Context: an optimization exercise on an open-source flow, tuned for small area, a short achievable clock period and few clock cycles. The choices shown serve that exercise and are no tape-out recipe. Where RTL was checked, it was by simulation tests only, not by an equivalence proof against the original. Only the layout flow was run in runs 2 to 6; the RTL was not checked for function there. Power figures rest on the tool's default switching activity, not on a simulated workload.

==> design.v <==
module itmp_crc8_step (
    input  wire [7:0] crc_in,
    input  wire [7:0] data_in,
    output wire [7:0] crc_out
);
    wire [7:0] x = crc_in ^ data_in;
    assign crc_out[0] = x[2] ^ x[4] ^ x[5];
    assign crc_out[1] = x[0] ^ x[3] ^ x[5] ^ x[6];
    assign crc_out[2] = x[0] ^ x[1] ^ x[4] ^ x[6] ^ x[7];
    assign crc_out[3] = x[0] ^ x[1] ^ x[4] ^ x[7];
    assign crc_out[4] = x[0] ^ x[1] ^ x[4];
    assign crc_out[5] = x[1] ^ x[2] ^ x[5];
    assign crc_out[6] = x[0] ^ x[2] ^ x[3] ^ x[6];
    assign crc_out[7] = x[1] ^ x[3] ^ x[4] ^ x[7];
endmodule
module itmp_encoder (
    input  wire       clk,
    input  wire       rst,
    input  wire       s_valid,
    output wire       s_ready,
    input  wire [7:0] s_data,
    input  wire       s_last,
    output reg        tx_valid,
    input  wire       tx_ready,
    output reg  [7:0] tx_data
);
    localparam [7:0] FLAG = 8'h7E;
    localparam [7:0] ESC  = 8'h7D;
    localparam [1:0] E_OPEN  = 2'd0;    
    localparam [1:0] E_BYTE  = 2'd1;    
    localparam [1:0] E_CRC   = 2'd2;    
    localparam [1:0] E_CLOSE = 2'd3;    
    reg        a_v, b_v;
    reg  [7:0] a_d, b_d;
    reg        a_l, b_l;
    reg        a_x, b_x;      
    reg  [1:0] state;
    reg  [7:0] crc;
    reg        esc_sent;      
    assign s_ready = !b_v;
    wire       s_take = s_valid && !b_v;
    wire       s_x    = (s_data[7:2] == 6'b011111) && (s_data[1] ^ s_data[0]);
    wire       adv    = !tx_valid || tx_ready;    
    wire       crc_x  = (crc == FLAG) || (crc == ESC);
    wire [7:0] crc_next;
    itmp_crc8_step u_crc (.crc_in(crc), .data_in(a_d), .crc_out(crc_next));
    wire       pop    = adv && (state == E_BYTE) && a_v && !(a_x && !esc_sent);
    always @(posedge clk) begin
        if (rst) begin
            a_v <= 1'b0;
            b_v <= 1'b0;
        end else begin
            if (!a_v || pop) begin
                if (b_v) begin
                    a_v <= 1'b1;
                    b_v <= 1'b0;
                end else begin
                    a_v <= s_take;
                end
            end else if (s_take) begin
                b_v <= 1'b1;
            end
        end
    end
    always @(posedge clk) begin
        if (!a_v || pop) begin
            if (b_v) begin
                a_d <= b_d; a_l <= b_l; a_x <= b_x;
            end else begin
                a_d <= s_data; a_l <= s_last; a_x <= s_x;
            end
        end
        if (!b_v) begin
            b_d <= s_data; b_l <= s_last; b_x <= s_x;
        end
    end
    always @(posedge clk) begin
        if (rst) begin
            state    <= E_OPEN;
            esc_sent <= 1'b0;
            tx_valid <= 1'b0;
            crc      <= 8'hFF;
        end else if (adv) begin
            case (state)
                E_OPEN: begin
                    tx_valid <= a_v || s_valid;
                    tx_data  <= FLAG;
                    crc      <= 8'hFF;
                    esc_sent <= 1'b0;
                    if (a_v || s_valid)
                        state <= E_BYTE;
                end
                E_BYTE: begin
                    tx_valid <= a_v;
                    if (a_x && !esc_sent) begin
                        tx_data <= ESC;
                        if (a_v)
                            esc_sent <= 1'b1;
                    end else begin
                        tx_data <= {a_d[7:6], a_d[5] ^ esc_sent, a_d[4:0]};
                        if (a_v) begin
                            esc_sent <= 1'b0;
                            crc      <= crc_next;
                            if (a_l)
                                state <= E_CRC;
                        end
                    end
                end
                E_CRC: begin
                    tx_valid <= 1'b1;
                    if (crc_x && !esc_sent) begin
                        tx_data  <= ESC;
                        esc_sent <= 1'b1;
                    end else begin
                        tx_data  <= {crc[7:6], crc[5] ^ esc_sent, crc[4:0]};
                        esc_sent <= 1'b0;
                        state    <= E_CLOSE;
                    end
                end
                E_CLOSE: begin
                    tx_valid <= 1'b1;
                    tx_data  <= FLAG;
                    state    <= E_OPEN;
                end
            endcase
        end
    end
endmodule
module itmp_decoder #(
    parameter RXBUF_MAX = 64,
    parameter QD        = 4         
) (
    input  wire       clk,
    input  wire       rst,
    input  wire       rx_valid,
    output reg        rx_ready,
    input  wire [7:0] rx_data,
    output reg        f_valid,
    input  wire       f_ready,
    output reg  [7:0] f_data,
    output reg        f_first,
    output reg        f_last
);
    localparam       AW = $clog2(RXBUF_MAX);        
    localparam       PW = AW + 1;                   
    reg  [7:0]    ring [0:RXBUF_MAX-1];
    reg           r1_v;
    reg  [7:0]    r1_d;
    reg           r1_fl;         
    reg           r1_es;         
    reg           esc;
    reg  [7:0]    crc;
    reg  [PW-1:0] k;             
    reg           ovf;
    reg  [PW-1:0] wptr;          
    reg  [PW-1:0] fstart;        
    reg  [QD-1:0] qv;
    reg  [AW-1:0] ql [0:QD-1];
    reg  [PW-1:0] rptr;          
    reg           first_pend;    
    reg  [AW-1:0] left;          
    wire          proc     = r1_v && rx_ready;
    wire          eff_flag = !esc && r1_fl;
    wire          eff_esc  = !esc && r1_es;
    wire          is_data  = !eff_flag && !eff_esc;
    wire          room     = (k != RXBUF_MAX - 3);
    wire [7:0]    ubyte    = {r1_d[7:6], r1_d[5] ^ esc, r1_d[4:0]};
    wire          store    = proc && is_data && room;
    wire          good     = !k[PW-1] && (crc == 8'h00) && !ovf;
    wire          fin      = proc && eff_flag;
    wire          push     = fin && good;
    wire [7:0]    crc_step;
    itmp_crc8_step u_crc (.crc_in(crc), .data_in(ubyte), .crc_out(crc_step));
    wire          load     = qv[0] && (!f_valid || f_ready);
    wire          rd_last  = !first_pend && (left == 0);
    wire          pop      = load && rd_last;
    wire [PW-1:0] occ      = wptr - rptr;
    wire          take     = rx_valid && rx_ready;
    wire          in_fl    = (rx_data == 8'h7E);
    wire          in_es    = (rx_data == 8'h7D);
    wire          esc_n    = proc ? eff_esc : esc;
    wire          r1_v_n   = take || (r1_v && !rx_ready);
    wire          fl_n     = take ? in_fl : r1_fl;
    wire          es_n     = take ? in_es : r1_es;
    wire          eflag_n  = !esc_n && fl_n;
    wire          data_n   = esc_n || (!fl_n && !es_n);
    wire          q_full_n = qv[QD-1] || (qv[QD-2] && push);
    wire          ring_full_n = qv[0] && (occ[PW-1] || (&occ[AW-1:0]));
    wire          stall_n  = r1_v_n && (eflag_n ? q_full_n : (data_n && ring_full_n));
    reg  [QD-1:0] qv_p;
    reg  [AW-1:0] ql_p [0:QD-1];
    reg  [QD-1:0] qv_n;
    integer i;
    always @(*) begin
        for (i = 0; i < QD; i = i + 1) begin
            qv_p[i] = pop ? ((i + 1 < QD) ? qv[(i + 1) % QD] : 1'b0) : qv[i];
            ql_p[i] = pop ? ql[(i + 1) % QD] : ql[i];
        end
        for (i = 0; i < QD; i = i + 1)
            qv_n[i] = qv_p[i] || (push && (i == 0 || qv_p[(i + QD - 1) % QD]));
    end
    always @(posedge clk) begin
        if (store)
            ring[wptr[AW-1:0]] <= ubyte;
        for (i = 0; i < QD; i = i + 1)
            if (pop || (push && !qv_p[i]))
                ql[i] <= qv_p[i] ? ql_p[i] : k[AW-1:0];
        if (take) begin
            r1_d  <= rx_data;
            r1_fl <= in_fl;
            r1_es <= in_es;
        end
        if (load) begin
            f_data  <= ring[rptr[AW-1:0]];
            f_first <= first_pend;
            f_last  <= rd_last;
            left    <= first_pend ? ql[0] : left - 1'b1;
        end
    end
    always @(posedge clk) begin
        if (rst) begin
            rx_ready   <= 1'b1;
            r1_v       <= 1'b0;
            esc        <= 1'b0;
            crc        <= 8'hFF;
            k          <= {PW{1'b1}} - 2'd2;
            ovf        <= 1'b0;
            wptr       <= {PW{1'b0}};
            fstart     <= {PW{1'b0}};
            qv         <= {QD{1'b0}};
            rptr       <= {PW{1'b0}};
            first_pend <= 1'b1;
            f_valid    <= 1'b0;
        end else begin
            rx_ready <= !stall_n;
            r1_v     <= r1_v_n;
            esc      <= esc_n;
            qv       <= qv_n;
            if (fin) begin
                crc <= 8'hFF;
                ovf <= 1'b0;
                k   <= {PW{1'b1}} - 2'd2;
                if (good) begin
                    wptr   <= wptr - 1'b1;
                    fstart <= wptr - 1'b1;
                end else begin
                    wptr   <= fstart;
                end
            end else if (store) begin
                crc  <= crc_step;
                k    <= k + 1'b1;
                wptr <= wptr + 1'b1;
            end else if (proc && is_data) begin
                ovf  <= 1'b1;
            end
            if (load) begin
                f_valid    <= 1'b1;
                rptr       <= rptr + 1'b1;
                first_pend <= rd_last;
            end else if (f_ready) begin
                f_valid    <= 1'b0;
            end
        end
    end
endmodule
module itmp_codec (
    input  wire       clk,
    input  wire       rst,
    input  wire       s_valid,
    output wire       s_ready,
    input  wire [7:0] s_data,
    input  wire       s_last,
    output wire       tx_valid,
    input  wire       tx_ready,
    output wire [7:0] tx_data,
    input  wire       rx_valid,
    output wire       rx_ready,
    input  wire [7:0] rx_data,
    output wire       f_valid,
    input  wire       f_ready,
    output wire [7:0] f_data,
    output wire       f_first,
    output wire       f_last
);
    itmp_encoder u_enc (
        .clk(clk), .rst(rst),
        .s_valid(s_valid), .s_ready(s_ready), .s_data(s_data), .s_last(s_last),
        .tx_valid(tx_valid), .tx_ready(tx_ready), .tx_data(tx_data)
    );
    itmp_decoder #(.RXBUF_MAX(64)) u_dec (
        .clk(clk), .rst(rst),
        .rx_valid(rx_valid), .rx_ready(rx_ready), .rx_data(rx_data),
        .f_valid(f_valid), .f_ready(f_ready), .f_data(f_data),
        .f_first(f_first), .f_last(f_last)
    );
endmodule
==> run.sh <==
#!/bin/bash
# synth_recipe.tcl (not shown) runs the flow's synth.tcl, then flattens the netlist and writes it again
# the make line also repeats each setting of config.mk as NAME=value (left out here)
make -C /OpenROAD-flow-scripts/flow DESIGN_CONFIG=/design/flow/config.mk WORK_HOME=/design/flow/orfs CLKGATE_MAP_FILE= SYNTH_SCRIPT=/design/flow/synth_recipe.tcl finish
==> config.mk <==
export PLATFORM = sky130hd
export DESIGN_NAME = itmp_codec
export DESIGN_NICKNAME = itmp_codec
export VERILOG_FILES = /design/flow/design.v
export SDC_FILE = /design/flow/constraint.sdc
export NUM_CORES = 4
export LEC_CHECK = 0
export CAP_MARGIN = 20
export CORE_MARGIN = 2
export CORE_UTILIZATION = 40
export SETUP_SLACK_MARGIN = 3.7
export SLEW_MARGIN = 20
==> constraint.sdc <==
create_clock -name core_clock -period 6.0 [get_ports {clk}]
set_input_delay 1.2000 -clock core_clock [delete_from_list [all_inputs] [get_ports {clk}]]
set_output_delay 1.2000 -clock core_clock [all_outputs]
set_load 0.01 [all_outputs]
==> impl_metrics.tcl, run 1 <==
set metrics [dict create \
    worst_path_largest_cell_delay_ns 0.48 \
    clk_latency_ns 0.61 \
    final.setup_skew_ns 0.0377 \
    critPathCaptureType "primary output" \
    ant_nets 0 \
    antenna_found_initial 0 \
    synth_area_per_cell_um2 17.1 \
    max_freq_ghz 0.403 \
    ios 45 \
    dieArea_um2 68000 \
    setup_violations 0 \
    status "finished clean" \
    drv_slew 0 \
    r2r_start "u_dec.left[0]" \
    p_per_area_nw_per_um2 311 \
    worstPathCellList "buf_2" \
    fp.dieH_um 261 \
    worstPathMaxFanout 1 \
    max_slew_margin 0.410 \
    grt_pass1_vias 14900 \
    grt_use_met1 0.267 \
    ys_types 64 \
    drtPass1Iterations 5 \
    clkSlewWorstSetupHoldPaths_ns 0.06 \
    worst_path_max_delay_cell "edfxtp_1" \
    r2r_slack_ns 3.63 \
    fin_setup_tns_ns 0 \
    grt_usage 0.195 \
    worstSetupStartpoint "u_dec.f_data[6]" \
    use_met3 0.0295 \
    grt_overflow_total 0 \
    drc 0 \
    p_leak_nw 10.1 \
    postSynthNetCount 1584 \
    syn_inst 1544 \
    final_cell_mix "578 x edfxtp_1, 127 x mux4_2, 87 x nor2_1, 83 x nand2_1, 74 x buf_4" \
    htree_levels 3 \
    synth_top_area_frac 0.658 \
    arrival_ns 1.28 \
    grt_pass1_wl_mm 98.1 \
    start_util 0.403 \
    synth_edf_count 578 \
    drive_gt1_frac 0.313 \
    viasPerCell 5.57 \
    cp.depth 1 \
    worstPathRequired_ns 4.80 \
    n_antenna_cell 0 \
    worstMarginPinSlew_ns 0.885 \
    cts.path.max_buffers 3 \
    via_count 14600 \
    coreArea_um2 65500 \
    busiest_layer "met2" \
    async_flop_share 0 \
    critical_path_class "reg2out" \
    r2r_cells 9 \
    dieWidth_um 261 \
    endpoint "f_data[6]" \
    r2r_end "u_dec.ql[1][1]" \
    clock_sinks 650 \
    area_delta_synth_final_pct 21.0 \
    crit_buf_inv 1 \
    hpwl_mm 37.6 \
    period_needed_ns 2.48 \
    netlist_area_um2 26400 \
    routabilityCongestion 0.805 \
    cts_buffers 69 \
    rows 94 \
    wl_per_cell_um 25.2 \
    postCtsHoldBufs 0 \
    nets 1746 \
    hp-class "reg2reg" \
    grt_max_degree 67 \
    start_kind "flip-flop" \
    synth_ff_type "edfxtp_1" \
    rsz0062_at_grt "yes" \
    ys_seq_elements 650 \
    cts_tree "built" \
    nFillCells 5317 \
    finalHoldViolCount 0 \
    cts-root-buf "clkbuf_16" \
    fin_crit_sh 0.414 \
    path_delay_family "flip-flops" \
    final_common_cell "edfxtp_1" \
    synth_area_leaders "edfxtp_1 66%, mux4_2 11%, dfxtp_1 5.5%" \
    grtUsageMet2 0.323 \
    numPortBuffers 44 \
    drt-initial-drc-count 1434 \
    maxCapViolCount 0 \
    power.total_mw 9.92 \
    yosys_warnings 4 \
    ys_seq_area_frac 0.713 \
    synth.largest_area_cell "edfxtp_1" \
    routed_wl_mm 66.1 \
    vdd_drop_max_mv 0.246 \
]
[repair_timing]
action,CTS,global route
cloned,9,1
endpoints found under the setup margin,615,501
pin swaps,17,14
buffers inserted,68,23
gates resized for setup,307,50
[Yosys cell counts (all sizes together) (4+ instances only)]
master and count:
nor3 18, nor2 158, a21oi 51, ha 16
o211ai 4, nand2 91, a32oi 6, or3 4
buf 43, nand2b 10, mux2 33, o21ai 42
nor4 5, dfxtp 72, or3b 4, nand3 17
mux4 127, edfxtp 578, a211oi 14, inv 20
nand4 13, xnor2 49, and2 5, nand3b 5
clkbuf 30, mux2i 40, xor2 25, and3 8
nor3b 4, o22ai 12
[metrics by stage]
step / worst slack [ns] / utilization / hold WS, ns / std cells / instance area [um2]
after CTS: 3.51 / 0.481 / 0.458 / 2599 / 31500
after detailed placement: 2.18 / 0.424 / 0.444 / 2398 / 27800
final: 3.52 / 0.487 / 0.452 / 2623 / 31900
after global routing: 3.53 / 0.487 / 0.475 / 2623 / 31900
after floorplan: 3.38 / - / 0.417 / 1544 / 26500
after global placement: 2.35 / 0.424 / 0.434 / 2398 / 27800
[sequential cells by signal, summed over array words and instances (netlist names), 2 cells and up]
register,cells
u_dec.qv,4
u_enc.b_d,8
u_dec.f_data,8
u_dec.wptr,7
u_dec.ring,512
u_enc.crc,8
u_dec.r1_d,8
u_dec.ql,24
u_dec.rptr,7
u_dec.crc,8
u_dec.left,6
u_enc.tx_data,8
u_enc.a_d,8
u_dec.k,7
u_dec.fstart,7
u_enc.state,2
[power by group]
group          leakage (nW)  internal (mW)  switching [mW]
clock network          1.05           2.37            1.75
registers              5.82           5.03          0.0623
logic                  3.27          0.300           0.415
total                  10.1           7.70            2.23
[area by class of cell]
type | count | area (um2) | share of cell area
Sequential cell | 650 | 18800 | 0.590
Multi-Input combinational cell | 800 | 7990 | 0.250
Clock buffer | 84 | 1850 | 0.0578
Timing Repair Buffer | 161 | 1730 | 0.0541
Tap cell | 864 | 1080 | 0.0339
Clock inverter | 40 | 317 | 0.00992
Inverter | 23 | 116 | 0.00365
Timing Repair inverter | 1 | 8.76 | 0.000274
[routing by layer]
layer	vias to the layer above	wire, um
li1	6385	-
met1	7613	27700
met2	520	32700
met3	88	4150
met4	0	1560
met5	-	0
[cells by family after synthesis]
| family | Yosys count | share of synthesized area |
|---|---|---|
| adder cells (fa/ha/maj) | 17 | 0.00835 |
| XOR/XNOR | 75 | 0.0257 |
| flip-flops | 650 | 0.713 |
| buffers and inverters | 96 | 0.0185 |
| AND/OR/NAND/NOR | 351 | 0.0601 |
| multiplexers | 200 | 0.139 |
| AO/OA/AOI/OAI | 155 | 0.0360 |
[worst min-delay path by stage]
| stage | end | from | cells past startpoint | slack, ns |
|---|---|---|---|---|
| floorplan | u_enc.b_x | u_enc.b_x | 2 | 0.42 |
| global placement | u_enc.b_d[6] | u_enc.b_d[6] | 2 | 0.43 |
| detailed placement | u_enc.b_x | u_enc.b_x | 2 | 0.44 |
| CTS | u_enc.b_x | u_enc.b_x | 2 | 0.46 |
| global route | u_enc.b_d[6] | u_enc.b_d[6] | 2 | 0.47 |
| finish | u_enc.b_x | u_enc.b_x | 2 | 0.45 |
Testbench counts, summed over its fixed seeds: cycles 12,558.
==> inputs of run 2 (changes only) <==
--- a/design.v
+++ b/design.v
@@ -37,8 +37,9 @@
     reg  [1:0] state;
     reg  [7:0] crc;
     reg        esc_sent;      
-    assign s_ready = !b_v;
-    wire       s_take = s_valid && !b_v;
+    reg        s_rdy;
+    assign s_ready = s_rdy;
+    wire       s_take = s_valid && s_rdy;
     wire       s_x    = (s_data[7:2] == 6'b011111) && (s_data[1] ^ s_data[0]);
     wire       adv    = !tx_valid || tx_ready;    
     wire       crc_x  = (crc == FLAG) || (crc == ESC);
@@ -47,18 +48,21 @@
     wire       pop    = adv && (state == E_BYTE) && a_v && !(a_x && !esc_sent);
     always @(posedge clk) begin
         if (rst) begin
-            a_v <= 1'b0;
-            b_v <= 1'b0;
+            a_v   <= 1'b0;
+            b_v   <= 1'b0;
+            s_rdy <= 1'b1;
         end else begin
             if (!a_v || pop) begin
                 if (b_v) begin
-                    a_v <= 1'b1;
-                    b_v <= 1'b0;
+                    a_v   <= 1'b1;
+                    b_v   <= 1'b0;
+                    s_rdy <= 1'b1;
                 end else begin
-                    a_v <= s_take;
+                    a_v   <= s_take;
                 end
             end else if (s_take) begin
-                b_v <= 1'b1;
+                b_v   <= 1'b1;
+                s_rdy <= 1'b0;
             end
         end
     end
@@ -70,7 +74,7 @@
                 a_d <= s_data; a_l <= s_last; a_x <= s_x;
             end
         end
-        if (!b_v) begin
+        if (s_rdy) begin
             b_d <= s_data; b_l <= s_last; b_x <= s_x;
         end
     end
@@ -79,6 +83,7 @@
             state    <= E_OPEN;
             esc_sent <= 1'b0;
             tx_valid <= 1'b0;
+            tx_data  <= FLAG;    
             crc      <= 8'hFF;
         end else if (adv) begin
             case (state)
@@ -210,11 +215,16 @@
             r1_fl <= in_fl;
             r1_es <= in_es;
         end
-        if (load) begin
+        if (load)
+            left    <= first_pend ? ql[0] : left - 1'b1;
+        if (rst) begin
+            f_data  <= 8'h00;
+            f_first <= 1'b0;
+            f_last  <= 1'b0;
+        end else if (load) begin
             f_data  <= ring[rptr[AW-1:0]];
             f_first <= first_pend;
             f_last  <= rd_last;
-            left    <= first_pend ? ql[0] : left - 1'b1;
         end
     end
     always @(posedge clk) begin
==> run 2 against run 1 <==
Compared with the run above:
- sequential share of layout area decreased by 1.2 points
- critical path type unchanged
- still clean on timing, DRC and antenna
- clock skew decreased by 0.0093 ns
- largest power group unchanged
- sequential cell count increased by 1
- synthesized cell count increased by 1.7%
- clock power increased by 4%
- non-clock buffer count increased by 18
==> impl_metrics.tcl, run 2 <==
set metrics [dict create \
    fin_crit_sh 0.387 \
    arrival_ns 1.12 \
    postSynthNetCount 1611 \
    final.setup_skew_ns 0.0284 \
    wl_per_cell_um 25.2 \
    area_delta_synth_final_pct 22.6 \
    drc 0 \
    p_leak_nw 10.3 \
    ys_types 70 \
    nFillCells 5339 \
    cts_buffers 71 \
    r2r_end "u_dec.f_data[3]" \
    setup_violations 0 \
    nets 1789 \
    cts-root-buf "clkbuf_16" \
    largest_reg_flops 512 \
    grt_pass1_vias 15100 \
    start_util 0.404 \
    critical_path_class "reg2out" \
    dieArea_um2 68500 \
    layout.area.seq_um2 18800 \
    viasPerCell 5.65 \
    via_count 15100 \
    worstPathCellList "buf_6" \
    hpwl_mm 38.1 \
    fin_setup_tns_ns 0 \
    synth_area_per_cell_um2 16.9 \
    cts.path.max_buffers 3 \
    coreArea_um2 65700 \
    endpoint "f_data[3]" \
    r2r_cells 6 \
    multiInputGateArea_um2 8220 \
    worst_path_largest_cell_delay_ns 0.39 \
    clkSlewWorstSetupHoldPaths_ns 0.06 \
    synth.largest_area_cell "edfxtp_1" \
    vdd_drop_max_mv 0.346 \
    ant_nets 0 \
    fp.dieH_um 262 \
    hp-class "reg2reg" \
    yosys_warnings 4 \
    maxCapViolCount 0 \
    routabilityCongestion 0.844 \
    path_delay_family "flip-flops" \
    max_slew_margin 0.332 \
    rsz0062_at_grt "yes" \
    grt_usage 0.199 \
    async_flop_share 0 \
    drive_gt1_frac 0.327 \
    final_cell_mix "570 x edfxtp_1, 124 x mux4_2, 97 x nand2_1, 91 x buf_4, 73 x clkbuf_16" \
    ys_seq_elements 651 \
    cts_tree "built" \
    ios 45 \
    routed_wl_mm 67.2 \
    finalHoldViolCount 0 \
    ys_seq_area_frac 0.705 \
    synth_ff_type "edfxtp_1" \
    netlist_top_cells_count "570 x edfxtp_1, 123 x nor2_1, 120 x mux4_2" \
    worstPathRequired_ns 4.80 \
    max_freq_ghz 0.430 \
    cp.depth 1 \
    r2r_start "u_dec.rptr[1]" \
    synth_top_area_frac 0.644 \
    grt_overflow_total 0 \
    clk_latency_ns 0.62 \
    n_antenna_cell 0 \
    drtPass1Iterations 6 \
    drt-initial-drc-count 1481 \
    dp_slack_ns 2.12 \
    synth_edf_count 570 \
    worstSetupStartpoint "u_dec.f_data[3]" \
    critPathCaptureType "primary output" \
    clock_sinks 651 \
    synth_most_common_cell "edfxtp_1" \
    antenna_found_initial 0 \
    worstPathMaxFanout 2 \
    netlist_area_um2 26600 \
    grt_pass1_wl_mm 99.5 \
    worst_path_max_delay_cell "dfxtp_4" \
    start_kind "flip-flop" \
    crit_buf_inv 1 \
    period_needed_ns 2.32 \
    numPortBuffers 44 \
    synth_area_leaders "edfxtp_1 64%, mux4_2 10%, dfxtp_1 6.1%" \
    drv_slew 0 \
    syn_inst 1571 \
    htree_levels 3 \
    worstMarginPinSlew_ns 1.00 \
    final_common_cell "edfxtp_1" \
    grt_max_degree 67 \
    layout_setup_ws_ns 3.68 \
    r2r_slack_ns 3.69 \
    p_per_area_nw_per_um2 314 \
    dieWidth_um 262 \
    rows 94 \
    status "finished clean" \
]
[run 2: area by class of cell]
cell class                      instances  area share
Multi-Input combinational cell        822       0.252
Clock buffer                           85      0.0571
Tap cell                              864      0.0332
Timing Repair Buffer                  179      0.0625
Timing Repair inverter                  1    0.000192
Clock inverter                         43      0.0129
Sequential cell                       651       0.578
Inverter                               23     0.00380
[run 2: power by group]
part	total, mW	switching, mW	internal [mW]
sequential	5.12	0.0943	5.02
combinational	0.830	0.468	0.361
clock	4.28	1.79	2.49
total	10.2	2.35	7.88
[run 2: per-stage QoR]
| stage | total power, mW | utilization | std cells | hold slack [ns] | area (um2) |
|---|---|---|---|---|---|
| finish | 10.2 | 0.495 | 2668 | 0.462 | 32600 |
| global route | 10.6 | 0.495 | 2668 | 0.488 | 32600 |
| CTS | 10.3 | 0.489 | 2640 | 0.460 | 32100 |
| detailed placement | 6.00 | 0.425 | 2420 | 0.455 | 28000 |
| global placement | 5.98 | 0.425 | 2420 | 0.444 | 28000 |
| floorplan | 5.75 | - | 1571 | 0.435 | 26800 |
[run 2: worst min-delay path by stage]
stage | slack, ns | cells after the start | start | end
after detailed placement | 0.45 | 2 | u_dec.fstart[6] | u_dec.fstart[6]
after CTS | 0.46 | 2 | u_enc.tx_data[0] | u_enc.tx_data[0]
after floorplan | 0.43 | 2 | u_dec.r1_es | u_dec.r1_es
final | 0.46 | 2 | u_enc.tx_data[0] | u_enc.tx_data[0]
after global routing | 0.49 | 2 | u_enc.tx_data[0] | u_enc.tx_data[0]
after global placement | 0.44 | 2 | u_dec.fstart[5] | u_dec.fstart[5]
[run 2: layer usage]
layer  part of all wire  up-vias  GRT usage
li1                   -     6570          -
met1               0.42     7816      0.269
met2               0.48      557      0.319
met3              0.067      130     0.0426
met4              0.030        0     0.0683
met5                  0        -          0
[run 2: cell families after synthesis]
group | count (synthesis) | share of synthesized area
adders and majority gates | 17 | 0.00829
DFF | 651 | 0.705
buffers and inverters | 100 | 0.0202
and+or+nand+nor | 361 | 0.0627
xor gates and xnor gates | 75 | 0.0247
AOI/OAI and AO/OA | 174 | 0.0444
muxes | 193 | 0.134
[run 2: timing repair]
action	4_1_cts	5_1_grt
hold buffers	0	0
gates resized for setup	330	52
buffers inserted	84	27
setup endpoints to repair	570	583
pin swaps	26	20
cloned	8	1
==> inputs of run 3 (changes only) <==
--- a/config.mk
+++ b/config.mk
@@ -5,6 +5,7 @@
 export SDC_FILE = /design/flow/constraint.sdc
 export NUM_CORES = 4
 export LEC_CHECK = 0
+export ABC_AREA = 1
 export CAP_MARGIN = 20
 export CORE_MARGIN = 2
 export CORE_UTILIZATION = 40
==> run 3 against run 2 <==
Compared with the run above:
- register-to-register slack improved by 0.04 ns
- sequential cell count unchanged
- still clean on timing, DRC and antenna
- worst hold slack about the same
- largest cell class unchanged
- non-clock buffer count down 46
- area after synthesis is 7.8% higher
- largest power group unchanged
==> impl_metrics.tcl, run 3 <==
set metrics [dict create \
    yosys_warnings 4 \
    final_util 0.477 \
    antenna_found_initial 0 \
    grt_pass1_vias 20500 \
    synth.largest_area_cell "edfxtp_1" \
    p_sw_frac 0.245 \
    final.setup_skew_ns 0.0249 \
    max_slew_margin 0.290 \
    critical_path_class "reg2out" \
    fp.dieH_um 272 \
    routabilityCongestion 0.876 \
    clock_sinks 651 \
    hp-class "reg2reg" \
    clk_latency_ns 0.63 \
    p_leak_nw 13.2 \
    r2r_slack_ns 3.73 \
    vdd_drop_max_mv 0.239 \
    cts_buffers 71 \
    p_int_mw 7.86 \
    grt_pass1_wl_mm 119 \
    p_clk_frac 0.416 \
    maxCapViolCount 0 \
    synth_ff_type "edfxtp_1" \
    synth_top_family_by_area "simple AND/OR/NAND/NOR gates" \
    largest_reg_flops 512 \
    ys_types 42 \
    worstPathRequired_ns 4.80 \
    synthAdderAreaFrac 0.00769 \
    r2r_cells 9 \
    clkSlewWorstSetupHoldPaths_ns 0.06 \
    layout_setup_ws_ns 3.65 \
    finalHoldViolCount 0 \
    worst_path_largest_cell_delay_ns 0.40 \
    p_per_area_nw_per_um2 307 \
    rows 98 \
    cts.path.max_buffers 3 \
    status "finished clean" \
    drt-initial-drc-count 2199 \
    synth_edf_count 570 \
    final_cell_mix "881 x nand2_1, 570 x edfxtp_1, 311 x inv_1, 278 x nand3_1, 228 x nor2_1" \
    whs_path_depth 2 \
    dp_slack_ns 1.86 \
    dp_cells 3818 \
    period_needed_ns 2.35 \
    path_delay_family "flip-flops" \
    grt_usage 0.212 \
    start_util 0.402 \
    synth_most_common_cell "nand2_1" \
    p_comb_frac 0.089 \
    ios 45 \
    drc 0 \
    grt_overflow_total 0 \
    htree_levels 3 \
    rsz0062_at_grt "yes" \
    drv_slew 0 \
    worstPathCellList "buf_6" \
    max_freq_ghz 0.426 \
    start_kind "flip-flop" \
    synth-simple-area-share 0.214 \
    drtPass1Iterations 6 \
    worstPathMaxFanout 2 \
    holdPathEnd "u_dec.fstart[1]" \
    final_cells 4020 \
    synth_compound_area_frac 0.0466 \
    power.total_mw 10.4 \
    cts-root-buf "clkbuf_16" \
    worstMarginPinSlew_ns 1.06 \
    coreArea_um2 71200 \
    dieArea_um2 73800 \
    arrival_ns 1.15 \
    via_count 20900 \
    area_delta_synth_final_pct 18.6 \
    ys_seq_area_frac 0.654 \
    synth_area_per_cell_um2 9.76 \
    drive_gt1_frac 0.122 \
    synth_area_leaders "edfxtp_1 60%, nand2_1 12%, dfxtp_1 5.7%" \
    synth.area.mux_share 0 \
    ys_seq_elements 651 \
    power_frac_seq 0.494 \
    hpwl_mm 44.3 \
    setup_violations 0 \
    critPathCaptureType "primary output" \
    netlist_area_um2 28600 \
    numPortBuffers 44 \
    wl_per_cell_um 20.0 \
    routed_wl_mm 80.2 \
    netlist_top_cells_count "891 x nand2_1, 570 x edfxtp_1, 322 x inv_1" \
    synth-xor-area-share 0.0131 \
    nets 3052 \
    switching_power_mw 2.55 \
    final_common_cell "nand2_1" \
    grt_max_degree 101 \
    worst_path_max_delay_cell "dfxtp_4" \
    r2r_start "u_dec.esc" \
    crit_buf_inv 1 \
    cts_tree "built" \
    min-delay-start "u_dec.fstart[1]" \
    dieWidth_um 272 \
    r2r_end "u_dec.ring[30][5]" \
    postSynthNetCount 2974 \
    async_flop_share 0 \
    syn_inst 2934 \
    fin_crit_sh 0.391 \
    fin_setup_tns_ns 0 \
    ant_nets 0 \
    viasPerCell 5.21 \
    synth_top_area_frac 0.597 \
]
[run 3: power by group through the flow]
| stage | clock network (mW) | logic, mW | registers (mW) |
|---|---|---|---|
| 5_1_grt | 4.58 | 1.04 | 5.16 |
| 4_1_cts | 4.40 | 0.900 | 5.14 |
| 6_report | 4.34 | 0.932 | 5.15 |
| 3_3_place_gp | 0 | 0.847 | 5.23 |
| 3_5_place_dp | 0 | 0.860 | 5.23 |
| 2_1_floorplan | 0 | 0.545 | 5.23 |
[run 3: worst min-delay path: stages (launching register included)]
cell	delay, ns
dfxtp_1	0.32
nand2_1	0.05
o21ai_0	0.06
[run 3: layer usage]
| metal | vias to the layer above | wire, um | track usage |
|---|---|---|---|
| li1 | 9835 | - | - |
| met1 | 10200 | 33000 | 0.276 |
| met2 | 751 | 38800 | 0.361 |
| met3 | 146 | 5720 | 0.0321 |
| met4 | 0 | 2720 | 0.0710 |
| met5 | - | 0 | 0 |
[run 3: worst max path at each step]
| stage | from | endpoint | cells after the start |
|---|---|---|---|
| 2_1_floorplan | f_ready | u_dec.ql[1][4] | 11 |
| 3_3_place_gp | u_dec.rx_ready | u_dec.ring[30][5] | 8 |
| 3_5_place_dp | u_dec.rx_ready | u_dec.ring[30][0] | 8 |
| 4_1_cts | u_dec.r1_d[5] | u_dec.ring[54][5] | 2 |
| 5_1_grt | u_dec.esc | u_dec.ring[30][5] | 9 |
| 6_report | u_dec.f_data[3] | f_data[3] | 1 |
[run 3: per-stage QoR]
step / cell area, um2 / hold slack, ns
3_3_place_gp: 29900 / 0.442
3_5_place_dp: 29900 / 0.453
6_report: 34000 / 0.462
2_1_floorplan: 28800 / 0.429
4_1_cts: 33400 / 0.469
5_1_grt: 34000 / 0.480
[run 3: final cells by class]
class	count	area, um2
fill	6422	37300
sequential	651	18800
multi-input combinational	1823	8770
clock buffer	91	1860
timing repair buffer	133	1570
inverter	332	1330
tap	950	1190
clock inverter	39	454
antenna	1	2.50
[run 3: kinds of logic (layout without fill, tap and decap cells)]
kind of cell / count (synthesis) / after routing
xor gates and xnor gates: 43 / 44
other: 0 / 1
and+or+nand+nor: 1511 / 1512
buffers and inverters: 463 / 595
AOI/OAI and AO/OA: 249 / 250
adders and majority gates: 17 / 17
DFF: 651 / 651
[run 3: repair_timing]
action | CTS | global route
hold buffers | 0 | 0
setup buffers | 42 | 15
resized for setup | 293 | 69
setup endpoints to repair | 702 | 478
pin swaps | 14 | 4
gates cloned | 6 | 8
==> inputs of run 4 (changes only) <==
--- a/config.mk
+++ b/config.mk
@@ -5,9 +5,10 @@
 export SDC_FILE = /design/flow/constraint.sdc
 export NUM_CORES = 4
 export LEC_CHECK = 0
-export ABC_AREA = 1
 export CAP_MARGIN = 20
 export CORE_MARGIN = 2
 export CORE_UTILIZATION = 40
+export CTS_CLUSTER_DIAMETER = 60
+export CTS_CLUSTER_SIZE = 30
 export SETUP_SLACK_MARGIN = 3.7
 export SLEW_MARGIN = 20
==> run 4 against run 3 <==
Compared with the run above:
- clock power is 22% lower
- via count down 29%
- sequential share of layout area rose by 3.7 points
- synthesized cell count shrank 46%
- cell count decreased by 35%
- register-to-register slack lost 0.07 ns
- area after synthesis decreased by 7.3%
- setup slack better by 0.0011 ns
- maximum frequency about the same
- sequential power is 0.8% lower
==> impl_metrics.tcl, run 4 <==
set metrics [dict create \
    worstSetupStartpoint "u_dec.f_data[2]" \
    grt_overflow_total 0 \
    r2r_start "u_dec.rptr[0]" \
    drc 0 \
    antenna_found_initial 0 \
    coreArea_um2 65700 \
    area_delta_synth_final_pct 20.2 \
    synth.area.mux_share 0.134 \
    clock_sinks 651 \
    numPortBuffers 44 \
    ant_nets 0 \
    synth_compound_area_frac 0.0444 \
    drv_slew 0 \
    max_freq_ghz 0.426 \
    postSynthNetCount 1611 \
    cts.path.max_buffers 3 \
    path_delay_family "flip-flops" \
    grt_pass1_vias 14500 \
    viasPerCell 5.70 \
    synth_most_common_cell "edfxtp_1" \
    cts_buffers 44 \
    period_needed_ns 2.34 \
    final_cells 2621 \
    htree_levels 2 \
    worstMarginPinSlew_ns 0.995 \
    start_util 0.404 \
    synth-xor-area-share 0.0247 \
    worstPathRequired_ns 4.80 \
    worstPathMaxFanout 2 \
    dp_cells 2420 \
    netlist_top_cells_count "570 x edfxtp_1, 123 x nor2_1, 120 x mux4_2" \
    grt_usage 0.192 \
    ys_types 70 \
    synth_area_per_cell_um2 16.9 \
    grt_max_degree 67 \
    async_flop_share 0 \
    finalHoldViolCount 0 \
    clkSlewWorstSetupHoldPaths_ns 0.09 \
    synth_ff_type "edfxtp_1" \
    crit_buf_inv 1 \
    critPathCaptureType "primary output" \
    clk_latency_ns 0.64 \
    nFillCells 5357 \
    yosys_warnings 4 \
    via_count 14900 \
    routed_wl_mm 66.5 \
    cts_tree "built" \
    drive_gt1_frac 0.328 \
    ys_seq_area_frac 0.705 \
    vdd_drop_max_mv 0.263 \
    start_kind "flip-flop" \
    drt-initial-drc-count 1583 \
    final_util 0.486 \
    hp-class "reg2reg" \
    fin_setup_tns_ns 0 \
    synth_top_area_frac 0.644 \
    dieWidth_um 262 \
    ios 45 \
    cts-root-buf "clkbuf_16" \
    r2r_end "u_dec.rx_ready" \
    ys_seq_elements 651 \
    largest_reg_flops 512 \
    worst_path_max_delay_cell "dfxtp_4" \
    status "finished clean" \
    synth_top_family_by_area "multiplexers" \
    critical_path_class "reg2out" \
    rsz0062_at_grt "yes" \
    synth-simple-area-share 0.0627 \
    synthAdderAreaFrac 0.00829 \
    postCtsHoldBufs 0 \
    synth.largest_area_cell "edfxtp_1" \
    synth_area_leaders "edfxtp_1 64%, mux4_2 10%, dfxtp_1 6.1%" \
    n_antenna_cell 0 \
    cp.depth 1 \
    fin_crit_sh 0.391 \
    max_slew_margin 0.336 \
    worst_path_largest_cell_delay_ns 0.40 \
    nets 1761 \
    p_leak_nw 9.94 \
    drtPass1Iterations 5 \
    routabilityCongestion 0.844 \
    syn_inst 1571 \
    final_cell_mix "570 x edfxtp_1, 125 x mux4_2, 97 x nand2_1, 88 x buf_4, 63 x nor2_4" \
    worstPathCellList "buf_6" \
    hpwl_mm 38.1 \
    grt_pass1_wl_mm 96.2 \
    maxCapViolCount 0 \
    fp.dieH_um 262 \
    final_common_cell "edfxtp_1" \
    netlist_area_um2 26600 \
    final.setup_skew_ns 0.0437 \
    wl_per_cell_um 25.4 \
    endpoint "f_data[2]" \
    p_per_area_nw_per_um2 292 \
    arrival_ns 1.14 \
    dieArea_um2 68500 \
    synth_edf_count 570 \
    r2r_slack_ns 3.66 \
    r2r_cells 6 \
    setup_violations 0 \
    rows 94 \
]
==> run 4: cell count changes after synthesis, moves of 35 or more <==
cell / delta
buf_2: -35
inv_1: -302
mux2_2: +38
mux4_2: +120
nand2_1: -789
nand3_1: -251
nor2_1: -174
o21ai_0: -122
==> run 4: routing by layer <==
layer	wire length, um	track usage
met2	32400	0.306
met4	1910	0.0660
met1	27600	0.267
met5	0	0
met3	4610	0.0325
==> run 4: cell type report <==
| class | count | area (um2) | area share |
|---|---|---|---|
| Clock buffer | 47 | 1130 | 0.0355 |
| Clock inverter | 35 | 504 | 0.0158 |
| Inverter | 23 | 120 | 0.00376 |
| Multi-Input combinational cell | 823 | 8270 | 0.259 |
| Sequential cell | 651 | 18800 | 0.590 |
| Tap cell | 864 | 1080 | 0.0339 |
| Timing Repair Buffer | 177 | 1980 | 0.0620 |
| Timing Repair inverter | 1 | 6.26 | 0.000196 |
==> run 4: power breakdown <==
group	switching, mW	leakage, nW	internal [mW]
Sequential	0.0924	5.83	5.02
Combinational	0.476	3.32	0.369
Clock	1.81	0.789	1.57
Total	2.38	9.94	6.95
==> run 4: worst min path at each step <==
stage	startpoint	endpoint	depth (start not counted)
CTS	u_dec.fstart[6]	u_dec.fstart[6]	2
finish	u_enc.tx_data[0]	u_enc.tx_data[0]	2
global route	u_enc.tx_data[0]	u_enc.tx_data[0]	2
global placement	u_dec.fstart[5]	u_dec.fstart[5]	2
floorplan	u_dec.r1_es	u_dec.r1_es	2
detailed placement	u_dec.fstart[6]	u_dec.fstart[6]	2
==> run 4: metrics by stage <==
step | setup slack [ns] | cell area (um2) | hold slack (ns) | power (mW)
floorplan | 3.45 | 26800 | 0.435 | 5.75
detailed placement | 2.12 | 28000 | 0.455 | 6.00
CTS | 3.21 | 31000 | 0.465 | 9.36
global placement | 2.18 | 28000 | 0.444 | 5.98
global route | 3.62 | 31900 | 0.492 | 9.65
finish | 3.66 | 31900 | 0.465 | 9.33
==> run 4: cell families after synthesis <==
| family | after synthesis |
|---|---|
| xor+xnor | 75 |
| compound gates | 174 |
| buf+inv | 100 |
| flops | 651 |
| fa+ha+maj | 17 |
| mux | 193 |
| simple gates | 361 |
==> run 4: repair_timing <==
item	in CTS	in global routing
pin swaps	12	17
setup buffers	59	50
gates resized for setup	304	96
setup endpoints to repair	570	533
gates cloned	6	4
==> inputs of run 5 (changes only) <==
--- a/config.mk
+++ b/config.mk
@@ -7,8 +7,6 @@
 export LEC_CHECK = 0
 export CAP_MARGIN = 20
 export CORE_MARGIN = 2
-export CORE_UTILIZATION = 40
-export CTS_CLUSTER_DIAMETER = 60
-export CTS_CLUSTER_SIZE = 30
-export SETUP_SLACK_MARGIN = 3.7
+export CORE_UTILIZATION = 50
+export SETUP_SLACK_MARGIN = 3.9
 export SLEW_MARGIN = 20
==> run 5 against run 4 <==
Compared with the run above:
- setup slack better by 0.022 ns
- register-to-register slack better by 0.02 ns
- highest routed layer unchanged
- global-route usage up 6.7 points
- combinational power up 4.6%
- clock power up 28%
- count of clock-buffer cells in the layout up 48
- still clean on timing, DRC and antenna
- utilization up 15 points
==> impl_metrics.tcl, run 5 <==
set metrics [dict create \
    routed_wl_mm 69.6 \
    ios 45 \
    worstPathRequired_ns 6.46 \
    synth.largest_area_cell "edfxtp_1" \
    drv_slew 0 \
    viasPerCell 6.16 \
    rsz0062_at_grt "yes" \
    synth_top_area_frac 0.644 \
    layout_setup_ws_ns 3.68 \
    final_cell_mix "570 x edfxtp_1, 120 x mux4_2, 93 x nand2_1, 88 x buf_4, 75 x clkbuf_16" \
    area_delta_synth_final_pct 25.2 \
    wl_per_cell_um 27.7 \
    syn_inst 1571 \
    grt_pass1_wl_mm 102 \
    via_count 15500 \
    vdd_drop_max_mv 0.219 \
    cts_tree "built" \
    fin_crit_sh 0.387 \
    drt-initial-drc-count 1412 \
    postSynthNetCount 1611 \
    yosys_warnings 4 \
    dp_slack_ns 2.40 \
    ys_seq_area_frac 0.705 \
    synth_area_per_cell_um2 16.9 \
    ys_types 70 \
    grt_max_degree 67 \
    hp-class "reg2reg" \
    crit_top_cell "mux4_2" \
    crit_buf_inv 2 \
    drtPass1Iterations 5 \
    nets 1813 \
    worst_path_max_delay_cell "mux4_2" \
    n_antenna_cell 0 \
    final_common_cell "edfxtp_1" \
    grt_overflow_total 0 \
    drc 0 \
    worstPathCellList "buf_12, buf_16, mux4_2, mux4_2, a22oi_2, o221ai_1" \
    hpwl_mm 37.7 \
    fin_setup_tns_ns 0 \
    cts_buffers 70 \
    synth_edf_count 570 \
    cts-root-buf "clkbuf_16" \
    critical_path_class "reg2reg" \
    max_freq_ghz 0.430 \
    arrival_ns 2.78 \
    rows 84 \
    coreArea_um2 52600 \
    grt_pass1_vias 15300 \
    final_util 0.633 \
    drive_gt1_frac 0.360 \
    path_delay_family "multiplexers" \
    critPathCaptureType "flip-flop" \
    worst_path_largest_cell_delay_ns 0.55 \
    nFillCells 3691 \
    numPortBuffers 44 \
    p_per_area_nw_per_um2 311 \
    maxCapViolCount 0 \
    clock_sinks 651 \
    fp.dieH_um 235 \
    power.total_mw 10.3 \
    start_util 0.506 \
    htree_levels 3 \
    cts.path.max_buffers 3 \
    start_kind "flip-flop" \
    clkSlewWorstSetupHoldPaths_ns 0.06 \
    routabilityCongestion 0.797 \
    antenna_found_initial 0 \
    netlist_top_cells_count "570 x edfxtp_1, 123 x nor2_1, 120 x mux4_2" \
    synth_ff_type "edfxtp_1" \
    largest_reg_flops 512 \
    synth_area_leaders "edfxtp_1 64%, mux4_2 10%, dfxtp_1 6.1%" \
    status "finished clean" \
    p_leak_nw 10.7 \
    finalHoldViolCount 0 \
    clk_latency_ns 0.61 \
    worstPathMaxFanout 8 \
    period_needed_ns 2.32 \
    final.setup_skew_ns 0.0324 \
    grt_usage 0.258 \
    worstMarginPinSlew_ns 0.822 \
    async_flop_share 0 \
    synth_most_common_cell "edfxtp_1" \
    setup_violations 0 \
    ys_seq_elements 651 \
    max_slew_margin 0.452 \
    netlist_area_um2 26600 \
    ant_nets 0 \
    dieWidth_um 235 \
    dieArea_um2 55000 \
]
## run 5: where the power goes
part	switching [mW]	internal (mW)
Sequential	0.0941	5.02
Clock	1.75	2.58
Combinational	0.483	0.401
Total	2.33	8.01
## run 5: logic make-up (layout without fill, tap and decap cells)
group,count (synthesis),count (layout),synth area share
buffers and inverters,100,352,0.0202
adders and majority gates,17,17,0.00829
AOI/OAI and AO/OA,174,174,0.0444
xor gates and xnor gates,75,75,0.0247
DFF,651,651,0.705
muxes,193,193,0.134
and+or+nand+nor,361,364,0.0627
## run 5: tightest hold or removal path: cells and delay by family (launching register included)
kind	cells	cell delay (ns)
AOI/OAI and AO/OA	1	0.05
DFF	1	0.32
and+or+nand+nor	1	0.05
## run 5: layout make-up
type                            count  area, um2  share of cell area
Timing Repair Buffer              203       2570              0.0773
Multi-Input combinational cell    823       8580               0.258
Inverter                           23        111             0.00335
Sequential cell                   651      18800               0.566
Clock inverter                     30        344              0.0103
Clock buffer                       95       1950              0.0586
Timing Repair inverter              1       8.76            0.000263
Tap cell                          688        861              0.0259
## run 5: stage by stage
step                      hold slack [ns]  instances  area [um2]
after global routing                0.487       2514       33300
after floorplan                     0.435       1571       27000
after global placement              0.443       2243       27900
after detailed placement            0.455       2243       27900
final                               0.466       2514       33300
after CTS                           0.464       2478       32600
## run 5: what timing repair did
action,in CTS,in global routing
setup buffers,96,33
cloned,14,3
endpoints found under the setup margin,610,590
resized for setup,387,60
hold buffers,0,0
pin swaps,45,33
## run 5: final timing paths
check / slack [ns] / end / depth (start not counted) / start
setup reg to reg: 3.68 / u_dec.f_data[1] / 6 / u_dec.rptr[1]
hold / removal: 0.47 / u_enc.tx_data[0] / 2 / u_enc.tx_data[0]
hold reg to reg: 0.47 / u_enc.tx_data[0] / 2 / u_enc.tx_data[0]
setup / recovery: 3.68 / u_dec.f_data[1] / 6 / u_dec.rptr[1]
## run 5: routing by layer
metal | part of all wire | wire [um] | track usage
met5 | 0 | 0 | 0
met2 | 0.48 | 33500 | 0.407
met4 | 0.038 | 2660 | 0.101
met3 | 0.077 | 5390 | 0.0624
met1 | 0.40 | 28100 | 0.349
==> inputs of run 6 (changes only) <==
--- a/design.v
+++ b/design.v
@@ -156,11 +156,15 @@
     reg           esc;
     reg  [7:0]    crc;
     reg  [PW-1:0] k;             
+    reg           room;          
+    reg           store;         
     reg           ovf;
     reg  [PW-1:0] wptr;          
     reg  [PW-1:0] fstart;        
-    reg  [QD-1:0] qv;
+    localparam    QW = $clog2(QD);
     reg  [AW-1:0] ql [0:QD-1];
+    reg  [QW-1:0] q_rd, q_wr;
+    reg  [QD-1:0] qn;
     reg  [PW-1:0] rptr;          
     reg           first_pend;    
     reg  [AW-1:0] left;          
@@ -168,15 +172,13 @@
     wire          eff_flag = !esc && r1_fl;
     wire          eff_esc  = !esc && r1_es;
     wire          is_data  = !eff_flag && !eff_esc;
-    wire          room     = (k != RXBUF_MAX - 3);
     wire [7:0]    ubyte    = {r1_d[7:6], r1_d[5] ^ esc, r1_d[4:0]};
-    wire          store    = proc && is_data && room;
     wire          good     = !k[PW-1] && (crc == 8'h00) && !ovf;
     wire          fin      = proc && eff_flag;
     wire          push     = fin && good;
     wire [7:0]    crc_step;
     itmp_crc8_step u_crc (.crc_in(crc), .data_in(ubyte), .crc_out(crc_step));
-    wire          load     = qv[0] && (!f_valid || f_ready);
+    wire          load     = qn[0] && (!f_valid || f_ready);
     wire          rd_last  = !first_pend && (left == 0);
     wire          pop      = load && rd_last;
     wire [PW-1:0] occ      = wptr - rptr;
@@ -189,34 +191,28 @@
     wire          es_n     = take ? in_es : r1_es;
     wire          eflag_n  = !esc_n && fl_n;
     wire          data_n   = esc_n || (!fl_n && !es_n);
-    wire          q_full_n = qv[QD-1] || (qv[QD-2] && push);
-    wire          ring_full_n = qv[0] && (occ[PW-1] || (&occ[AW-1:0]));
+    wire          q_full_n = qn[QD-1] || (qn[QD-2] && push);
+    wire          ring_full_n = qn[0] && (occ[PW-1] || (&occ[AW-1:0]));
     wire          stall_n  = r1_v_n && (eflag_n ? q_full_n : (data_n && ring_full_n));
-    reg  [QD-1:0] qv_p;
-    reg  [AW-1:0] ql_p [0:QD-1];
-    reg  [QD-1:0] qv_n;
+    wire          room_n   = fin || (store ? (k != RXBUF_MAX - 4) : room);
+    wire          store_n  = r1_v_n && !stall_n && data_n && room_n;
+    wire [QD-1:0] qn_up    = {qn[QD-2:0], 1'b1};
+    wire [QD-1:0] qn_dn    = {1'b0, qn[QD-1:1]};
+    wire [QD-1:0] qn_n     = (push && !pop) ? qn_up : (pop && !push) ? qn_dn : qn;
     integer i;
-    always @(*) begin
-        for (i = 0; i < QD; i = i + 1) begin
-            qv_p[i] = pop ? ((i + 1 < QD) ? qv[(i + 1) % QD] : 1'b0) : qv[i];
-            ql_p[i] = pop ? ql[(i + 1) % QD] : ql[i];
-        end
-        for (i = 0; i < QD; i = i + 1)
-            qv_n[i] = qv_p[i] || (push && (i == 0 || qv_p[(i + QD - 1) % QD]));
-    end
     always @(posedge clk) begin
         if (store)
             ring[wptr[AW-1:0]] <= ubyte;
         for (i = 0; i < QD; i = i + 1)
-            if (pop || (push && !qv_p[i]))
-                ql[i] <= qv_p[i] ? ql_p[i] : k[AW-1:0];
+            if (push && q_wr == i)
+                ql[i] <= k[AW-1:0];
         if (take) begin
             r1_d  <= rx_data;
             r1_fl <= in_fl;
             r1_es <= in_es;
         end
         if (load)
-            left    <= first_pend ? ql[0] : left - 1'b1;
+            left    <= first_pend ? ql[q_rd] : left - 1'b1;
         if (rst) begin
             f_data  <= 8'h00;
             f_first <= 1'b0;
@@ -234,10 +230,14 @@
             esc        <= 1'b0;
             crc        <= 8'hFF;
             k          <= {PW{1'b1}} - 2'd2;
+            room       <= 1'b1;
+            store      <= 1'b0;
             ovf        <= 1'b0;
             wptr       <= {PW{1'b0}};
             fstart     <= {PW{1'b0}};
-            qv         <= {QD{1'b0}};
+            q_rd       <= {QW{1'b0}};
+            q_wr       <= {QW{1'b0}};
+            qn         <= {QD{1'b0}};
             rptr       <= {PW{1'b0}};
             first_pend <= 1'b1;
             f_valid    <= 1'b0;
@@ -245,11 +245,17 @@
             rx_ready <= !stall_n;
             r1_v     <= r1_v_n;
             esc      <= esc_n;
-            qv       <= qv_n;
+            qn       <= qn_n;
+            room     <= room_n;
+            store    <= store_n;
+            if (push)
+                q_wr <= q_wr + 1'b1;
+            if (pop)
+                q_rd <= q_rd + 1'b1;
             if (fin) begin
-                crc <= 8'hFF;
-                ovf <= 1'b0;
-                k   <= {PW{1'b1}} - 2'd2;
+                crc  <= 8'hFF;
+                ovf  <= 1'b0;
+                k    <= {PW{1'b1}} - 2'd2;
                 if (good) begin
                     wptr   <= wptr - 1'b1;
                     fstart <= wptr - 1'b1;
--- a/config.mk
+++ b/config.mk
@@ -7,6 +7,8 @@
 export LEC_CHECK = 0
 export CAP_MARGIN = 20
 export CORE_MARGIN = 2
-export CORE_UTILIZATION = 50
-export SETUP_SLACK_MARGIN = 3.9
+export CORE_UTILIZATION = 40
+export CTS_CLUSTER_DIAMETER = 60
+export CTS_CLUSTER_SIZE = 30
+export SETUP_SLACK_MARGIN = 3.7
 export SLEW_MARGIN = 20
==> run 6 against run 5 <==
Compared with the run above:
- still clean
- sequential cell count is 6 higher
- via count is 0.31% lower
- area after synthesis is 1.5% higher
- combinational power is 5.1% lower
- sequential power hardly changed
- die area is 26% higher
- cell area is 6.2% lower
- utilization is 17 points lower
- global-route usage is 6.4 points lower
- critical path type unchanged
- critical endpoint is now u_dec.ring[59][4]
- largest cell class unchanged
- highest routed layer unchanged
==> impl_metrics.tcl, run 6 <==
set metrics [dict create \
    vdd_drop_max_mv 0.173 \
    routed_wl_mm 68.9 \
    cts.path.max_buffers 3 \
    hp-class "reg2reg" \
    max_freq_ghz 0.411 \
    drt-initial-drc-count 1836 \
    rows 95 \
    max_slew_margin 0.351 \
    netlist_top_cells_count "570 x edfxtp_1, 138 x nor2_1, 118 x nand2_1" \
    area_delta_synth_final_pct 15.7 \
    layout.area.seq_um2 18900 \
    maxCapViolCount 0 \
    grt_overflow_total 0 \
    grt_pass1_wl_mm 100 \
    antenna_found_initial 0 \
    viasPerCell 5.80 \
    worstMarginPinSlew_ns 0.970 \
    worstPathMaxFanout 15 \
    ys_seq_elements 657 \
    fin_setup_tns_ns 0 \
    nFillCells 5671 \
    postSynthNetCount 1732 \
    fin_crit_sh 0.405 \
    n_antenna_cell 0 \
    final_util 0.466 \
    async_flop_share 0 \
    ys_seq_area_frac 0.699 \
    setup_violations 0 \
    ys_types 69 \
    r2r_slack_ns 3.57 \
    coreArea_um2 66900 \
    grt_pass1_vias 15000 \
    routabilityCongestion 0.871 \
    critPathCaptureType "flip-flop" \
    synth_area_leaders "edfxtp_1 63%, mux4_2 7.2%, dfxtp_1 6.5%" \
    synth_ff_type "edfxtp_1" \
    final_cells 2662 \
    via_count 15400 \
    ios 45 \
    worst_path_largest_cell_delay_ns 0.87 \
    path_delay_family "simple AND/OR/NAND/NOR gates" \
    drtPass1Iterations 6 \
    rsz0062_at_grt "yes" \
    cts_tree "built" \
    netlist_area_um2 27000 \
    status "finished clean" \
    fp.dieH_um 264 \
    final_common_cell "edfxtp_1" \
    dieWidth_um 264 \
    p_leak_nw 9.57 \
    clock_sinks 657 \
    synth.largest_area_cell "edfxtp_1" \
    p_per_area_nw_per_um2 289 \
    yosys_warnings 3 \
    drv_slew 0 \
    synth_top_area_frac 0.635 \
    syn_inst 1683 \
    drc 0 \
    dp_cells 2534 \
    grt_usage 0.194 \
    ant_nets 0 \
    dieArea_um2 69500 \
    cts-root-buf "clkbuf_16" \
    fin_hold_ws_ns 0.457 \
    final.setup_skew_ns 0.0266 \
    multiInputGateArea_um2 8220 \
    clkSlewWorstSetupHoldPaths_ns 0.10 \
    hpwl_mm 39.9 \
    start_kind "flip-flop" \
    finalHoldViolCount 0 \
    worst_path_max_delay_cell "nor2_1" \
    final_cell_mix "570 x edfxtp_1, 116 x nand2_1, 87 x mux4_2, 79 x nor2_1, 68 x mux2i_1" \
    worstPathRequired_ns 6.23 \
    clk_latency_ns 0.61 \
    period_needed_ns 2.43 \
    synth_area_per_cell_um2 16.0 \
    start_util 0.403 \
    synth_edf_count 570 \
    synth_most_common_cell "edfxtp_1" \
    wl_per_cell_um 25.9 \
    htree_levels 2 \
    arrival_ns 2.66 \
    worstPathCellList "nand4_1, nor2_1" \
    cts_buffers 38 \
    grt_max_degree 70 \
    largest_reg_flops 512 \
    nets 1809 \
    critical_path_class "reg2reg" \
    crit_buf_inv 0 \
    drive_gt1_frac 0.238 \
    numPortBuffers 44 \
]
==> run 6: cell count changes after synthesis, moves of 14 or more <==
cell,change
mux4_2,-34
nor2_1,+15
mux2_2,-22
nand2_1,+16
mux2i_1,+44
o22ai_1,+14
==> run 6: cell type report <==
type	count	area share
timing repair inverter	1	0.000201
multi-input combinational	908	0.264
tap	873	0.0350
timing repair buffer	125	0.0469
inverter	29	0.00413
clock inverter	23	0.00987
clock buffer	46	0.0335
sequential	657	0.607
==> run 6: final timing paths <==
path,from,to,depth (start not counted)
setup / recovery,u_dec.wptr[3],u_dec.ring[59][4],2
hold / removal,u_enc.tx_data[0],u_enc.tx_data[0],2
hold reg to reg,u_enc.tx_data[0],u_enc.tx_data[0],2
setup reg to reg,u_dec.wptr[3],u_dec.ring[59][4],2
==> run 6: power breakdown <==
group	switching, mW	internal [mW]
registers	0.0932	5.06
logic	0.481	0.359
clock network	1.68	1.35
==> run 6: timing repair <==
| item | CTS | global route |
|---|---|---|
| pin swaps | 7 | 14 |
| hold buffers | 0 | 0 |
| cloned | 5 | 3 |
| buffers inserted | 33 | 18 |
| setup endpoints to repair | 521 | 435 |
| resized for setup | 258 | 73 |
==> run 6: through the flow <==
| stage | total power [mW] | cell area, um2 | setup WS [ns] |
|---|---|---|---|
| after floorplan | 5.82 | 27100 | 3.41 |
| after global placement | 6.05 | 28300 | 2.66 |
| after detailed placement | 6.06 | 28300 | 2.65 |
| after CTS | 9.06 | 30600 | 3.51 |
| after global routing | 9.34 | 31200 | 3.57 |
| final | 9.02 | 31200 | 3.57 |
==> run 6: cells by family after synthesis <==
group           count (synthesis)  share of synthesized area
simple gates                  404                     0.0691
compound gates                219                     0.0555
buf+inv                       118                     0.0225
xor+xnor                       74                     0.0256
fa+ha+maj                      26                     0.0123
flops                         657                      0.699
mux                           185                      0.116
==> run 6: per-layer routing <==
metal	wire length (um)	global-route usage	vias to the layer above
li1	-	-	6716
met2	33000	0.318	608
met1	28700	0.268	7994
met4	2400	0.0578	0
met5	0	0	-
met3	4730	0.0296	122
==> run 6: tightest hold or removal path, cell delays in order, from the launching register on <==
cell and delay (ns):
dfxtp_2 0.32, nand2_1 0.05, a21oi_1 0.05
==> inputs of run 7 (changes only) <==
--- a/design.v
+++ b/design.v
@@ -157,7 +157,6 @@
     reg  [7:0]    crc;
     reg  [PW-1:0] k;             
     reg           room;          
-    reg           store;         
     reg           ovf;
     reg  [PW-1:0] wptr;          
     reg  [PW-1:0] fstart;        
@@ -173,6 +172,7 @@
     wire          eff_esc  = !esc && r1_es;
     wire          is_data  = !eff_flag && !eff_esc;
     wire [7:0]    ubyte    = {r1_d[7:6], r1_d[5] ^ esc, r1_d[4:0]};
+    wire          store    = proc && is_data && room;
     wire          good     = !k[PW-1] && (crc == 8'h00) && !ovf;
     wire          fin      = proc && eff_flag;
     wire          push     = fin && good;
@@ -194,8 +194,6 @@
     wire          q_full_n = qn[QD-1] || (qn[QD-2] && push);
     wire          ring_full_n = qn[0] && (occ[PW-1] || (&occ[AW-1:0]));
     wire          stall_n  = r1_v_n && (eflag_n ? q_full_n : (data_n && ring_full_n));
-    wire          room_n   = fin || (store ? (k != RXBUF_MAX - 4) : room);
-    wire          store_n  = r1_v_n && !stall_n && data_n && room_n;
     wire [QD-1:0] qn_up    = {qn[QD-2:0], 1'b1};
     wire [QD-1:0] qn_dn    = {1'b0, qn[QD-1:1]};
     wire [QD-1:0] qn_n     = (push && !pop) ? qn_up : (pop && !push) ? qn_dn : qn;
@@ -231,7 +229,6 @@
             crc        <= 8'hFF;
             k          <= {PW{1'b1}} - 2'd2;
             room       <= 1'b1;
-            store      <= 1'b0;
             ovf        <= 1'b0;
             wptr       <= {PW{1'b0}};
             fstart     <= {PW{1'b0}};
@@ -246,8 +243,6 @@
             r1_v     <= r1_v_n;
             esc      <= esc_n;
             qn       <= qn_n;
-            room     <= room_n;
-            store    <= store_n;
             if (push)
                 q_wr <= q_wr + 1'b1;
             if (pop)
@@ -256,6 +251,7 @@
                 crc  <= 8'hFF;
                 ovf  <= 1'b0;
                 k    <= {PW{1'b1}} - 2'd2;
+                room <= 1'b1;
                 if (good) begin
                     wptr   <= wptr - 1'b1;
                     fstart <= wptr - 1'b1;
@@ -265,6 +261,7 @@
             end else if (store) begin
                 crc  <= crc_step;
                 k    <= k + 1'b1;
+                room <= (k != RXBUF_MAX - 4);
                 wptr <= wptr + 1'b1;
             end else if (proc && is_data) begin
                 ovf  <= 1'b1;
==> flow/run.sh (new file) <==
#!/bin/bash
set -euo pipefail
bash standard.sh \
  'CTS_ARGS=-sink_clustering_enable -repair_clock_nets -sink_clustering_size 30 -sink_clustering_max_diameter 60 -dont_use_dummy_load' \
  RECOVER_POWER=100 \
  finish > flow.log 2>&1
==> standard.sh (new file) <==
#!/bin/bash
# synth_recipe.tcl (not shown) runs the flow's synth.tcl, then flattens the netlist and writes it again
# the make line also repeats each setting of config.mk as NAME=value (left out here)
make -C /OpenROAD-flow-scripts/flow DESIGN_CONFIG=/design/flow/config.mk WORK_HOME=/design/flow/orfs CLKGATE_MAP_FILE= SYNTH_SCRIPT=/design/flow/synth_recipe.tcl "${@:-finish}"
removed: run.sh
==> run 7 against run 6 <==
Compared with the run above:
- critical path type is now in2reg
- total power down 3.8%
- setup slack got worse by 1.2 ns
- worst hold slack worse by 0.0021 ns
- sequential share of layout area grew 2.1 points
- highest routed layer unchanged
- cell area is 3.7% lower
- count of clock-buffer cells in the layout stayed put
==> impl_metrics.tcl, run 7 <==
set metrics [dict create \
    status "finished clean" \
    r2r_start "u_dec.rx_ready" \
    cts-root-buf "clkbuf_16" \
    whs_path_depth 2 \
    max_slew_margin 0.109 \
    final_cell_mix "570 x edfxtp_1, 119 x nor2_1, 114 x nand2_1, 107 x mux4_2, 75 x dfxtp_1" \
    fin_crit_sh 0.599 \
    antenna_found_initial 0 \
    post_dp_cell_area_um2 28200 \
    r2r_end "u_dec.ring[37][0]" \
    synth.largest_area_cell "edfxtp_1" \
    final_common_cell "edfxtp_1" \
    area_delta_synth_final_pct 11.3 \
    clkSlewWorstSetupHoldPaths_ns 0.06 \
    routed_wl_mm 70.5 \
    clk_latency_ns 0.63 \
    final.setup_skew_ns 0.0723 \
    r2r_slack_ns 2.70 \
    min-delay-start "u_dec.fstart[6]" \
    critPathCaptureType "flip-flop" \
    wl_per_cell_um 27.0 \
    synth_area_leaders "edfxtp_1 63%, mux4_2 8.9%, dfxtp_1 6.4%" \
    hpwl_mm 40.9 \
    yosys_warnings 3 \
    grt_pass1_vias 15300 \
    ys_seq_area_frac 0.698 \
    worstPathRequired_ns 6.45 \
    synth_most_common_cell "edfxtp_1" \
    hp-class "reg2reg" \
    grt_usage 0.198 \
    start_kind "input pin" \
    layout_setup_ws_ns 2.41 \
    worstMarginPinSlew_ns 1.33 \
    drc 0 \
    netlist_area_um2 27000 \
    holdPathEnd "u_dec.fstart[6]" \
    numPortBuffers 44 \
    coreArea_um2 67000 \
    grt_pass1_wl_mm 102 \
    dp_cells 2498 \
    postSynthNetCount 1697 \
    ys_seq_elements 656 \
    async_flop_share 0 \
    drtPass1Iterations 6 \
    synth_area_per_cell_um2 16.4 \
    htree_levels 2 \
    viasPerCell 5.88 \
    rows 95 \
    clock_sinks 656 \
    r2r_cells 6 \
    fin_hold_ws_ns 0.455 \
    dp_slack_ns 2.23 \
    ios 45 \
    netlist_top_cells_count "570 x edfxtp_1, 124 x nor2_1, 115 x nand2_1" \
    ant_nets 0 \
    period_needed_ns 3.59 \
    syn_inst 1648 \
    final_cells 2614 \
    drive_gt1_frac 0.177 \
    dieWidth_um 264 \
    grt_max_degree 67 \
    drv_slew 0 \
    maxCapViolCount 0 \
    start_util 0.403 \
    fin_setup_tns_ns 0 \
    p_per_area_nw_per_um2 289 \
    worstPathMaxFanout 12 \
    drt-initial-drc-count 1855 \
    max_freq_ghz 0.278 \
    fp.dieH_um 264 \
    rsz0062_at_grt "yes" \
]
-- run 7: changes by cell type in the layout (fill, tap and decap cells not counted), moves of 16 or more --
| cell | change |
|---|---|
| dfxtp_1 | +19 |
| nor2_2 | -17 |
| nor2_4 | -36 |
| clkbuf_1 | +32 |
| dlygate4sd3_1 | +20 |
| mux4_2 | +20 |
| o21ai_0 | +16 |
| nor2_1 | +40 |
| clkdlybuf4s50_1 | -21 |
| mux2i_1 | -22 |
-- run 7: per-stage QoR --
stage	util	power, mW
2_1_floorplan	-	5.76
3_3_place_gp	0.420	6.00
3_5_place_dp	0.421	6.01
4_1_cts	0.454	8.76
5_1_grt	0.448	8.98
6_report	0.448	8.68
-- run 7: final cells by class --
| type | instances | area, um2 | area share |
|---|---|---|---|
| repair inverters | 3 | 15.0 | 0.000500 |
| clock buffers | 46 | 1150 | 0.0383 |
| repair buffers | 131 | 1170 | 0.0390 |
| inverters | 28 | 149 | 0.00496 |
| multi-input cells | 877 | 7610 | 0.253 |
| well taps | 873 | 1090 | 0.0364 |
| flip-flops and latches | 656 | 18900 | 0.628 |
-- run 7: cell families (layout without fill, tap and decap cells) --
logic type               after synthesis  in the layout  share of synthesized area
buffers and inverters                115            208                     0.0258
XOR/XNOR                              78             78                     0.0253
AND/OR/NAND/NOR                      372            372                     0.0651
adder cells (fa/ha/maj)               26             26                     0.0123
AO/OA/AOI/OAI                        221            221                     0.0534
flip-flops                           656            656                      0.698
multiplexers                         180            180                      0.120
-- run 7: critical path: stages --
cell and delay [ns]:
dlygate4sd3_1 0.53, nand2b_1 0.16, nand2_1 0.33, clkbuf_1 0.37
clkbuf_1 0.28, clkinvlp_2 0.69, o21ai_0 0.42, a21oi_1 0.06
-- run 7: report_power, final --
part / internal, mW / switching (mW) / leakage [nW]
combinational: 0.300 / 0.448 / 2.83
clock: 1.35 / 1.44 / 0.567
sequential: 5.05 / 0.0869 / 5.87
total: 6.70 / 1.98 / 9.27
-- run 7: worst max path at each step --
stage                  startpoint                 to  slack, ns  cells past startpoint
floorplan           u_dec.r1_d[5]       u_dec.crc[5]       3.64                      5
global route              f_ready      u_dec.rptr[0]       2.22                      8
global placement        u_dec.esc  u_dec.ring[44][3]       2.26                      4
finish                    f_ready    u_dec.f_data[1]       2.41                      8
detailed placement      u_dec.esc  u_dec.ring[42][0]       2.23                      5
CTS                 u_dec.wptr[4]  u_dec.ring[52][4]       3.64                      2
-- run 7: per-layer routing --
| layer | share of wire | GRT usage | vias up |
|---|---|---|---|
| met5 | 0 | 0 | - |
| met4 | 0.022 | 0.0524 | 0 |
| met3 | 0.079 | 0.0284 | 105 |
| met2 | 0.48 | 0.324 | 715 |
| met1 | 0.42 | 0.279 | 7969 |
| li1 | - | - | 6590 |
-- run 7: repair_timing --
item                       in CTS  in global routing
resized for setup             274                 58
hold buffers                    0                  0
setup endpoints to repair     619                353
pin swaps                      13                  8
hold endpoints to repair        0                  0
cloned                          3                  4
buffers inserted               44                 19
Testbench counts of run 7, summed over its fixed seeds: cycles 12,558.

Check on run 7: ideal ports give 2.409 ns setup slack; a clkbuf_16 on the clock port and buf_2 on the inputs give 2.450 ns; moving port delays by the midpoint clock arrival (0.648 ns) as well gives 1.802 ns.
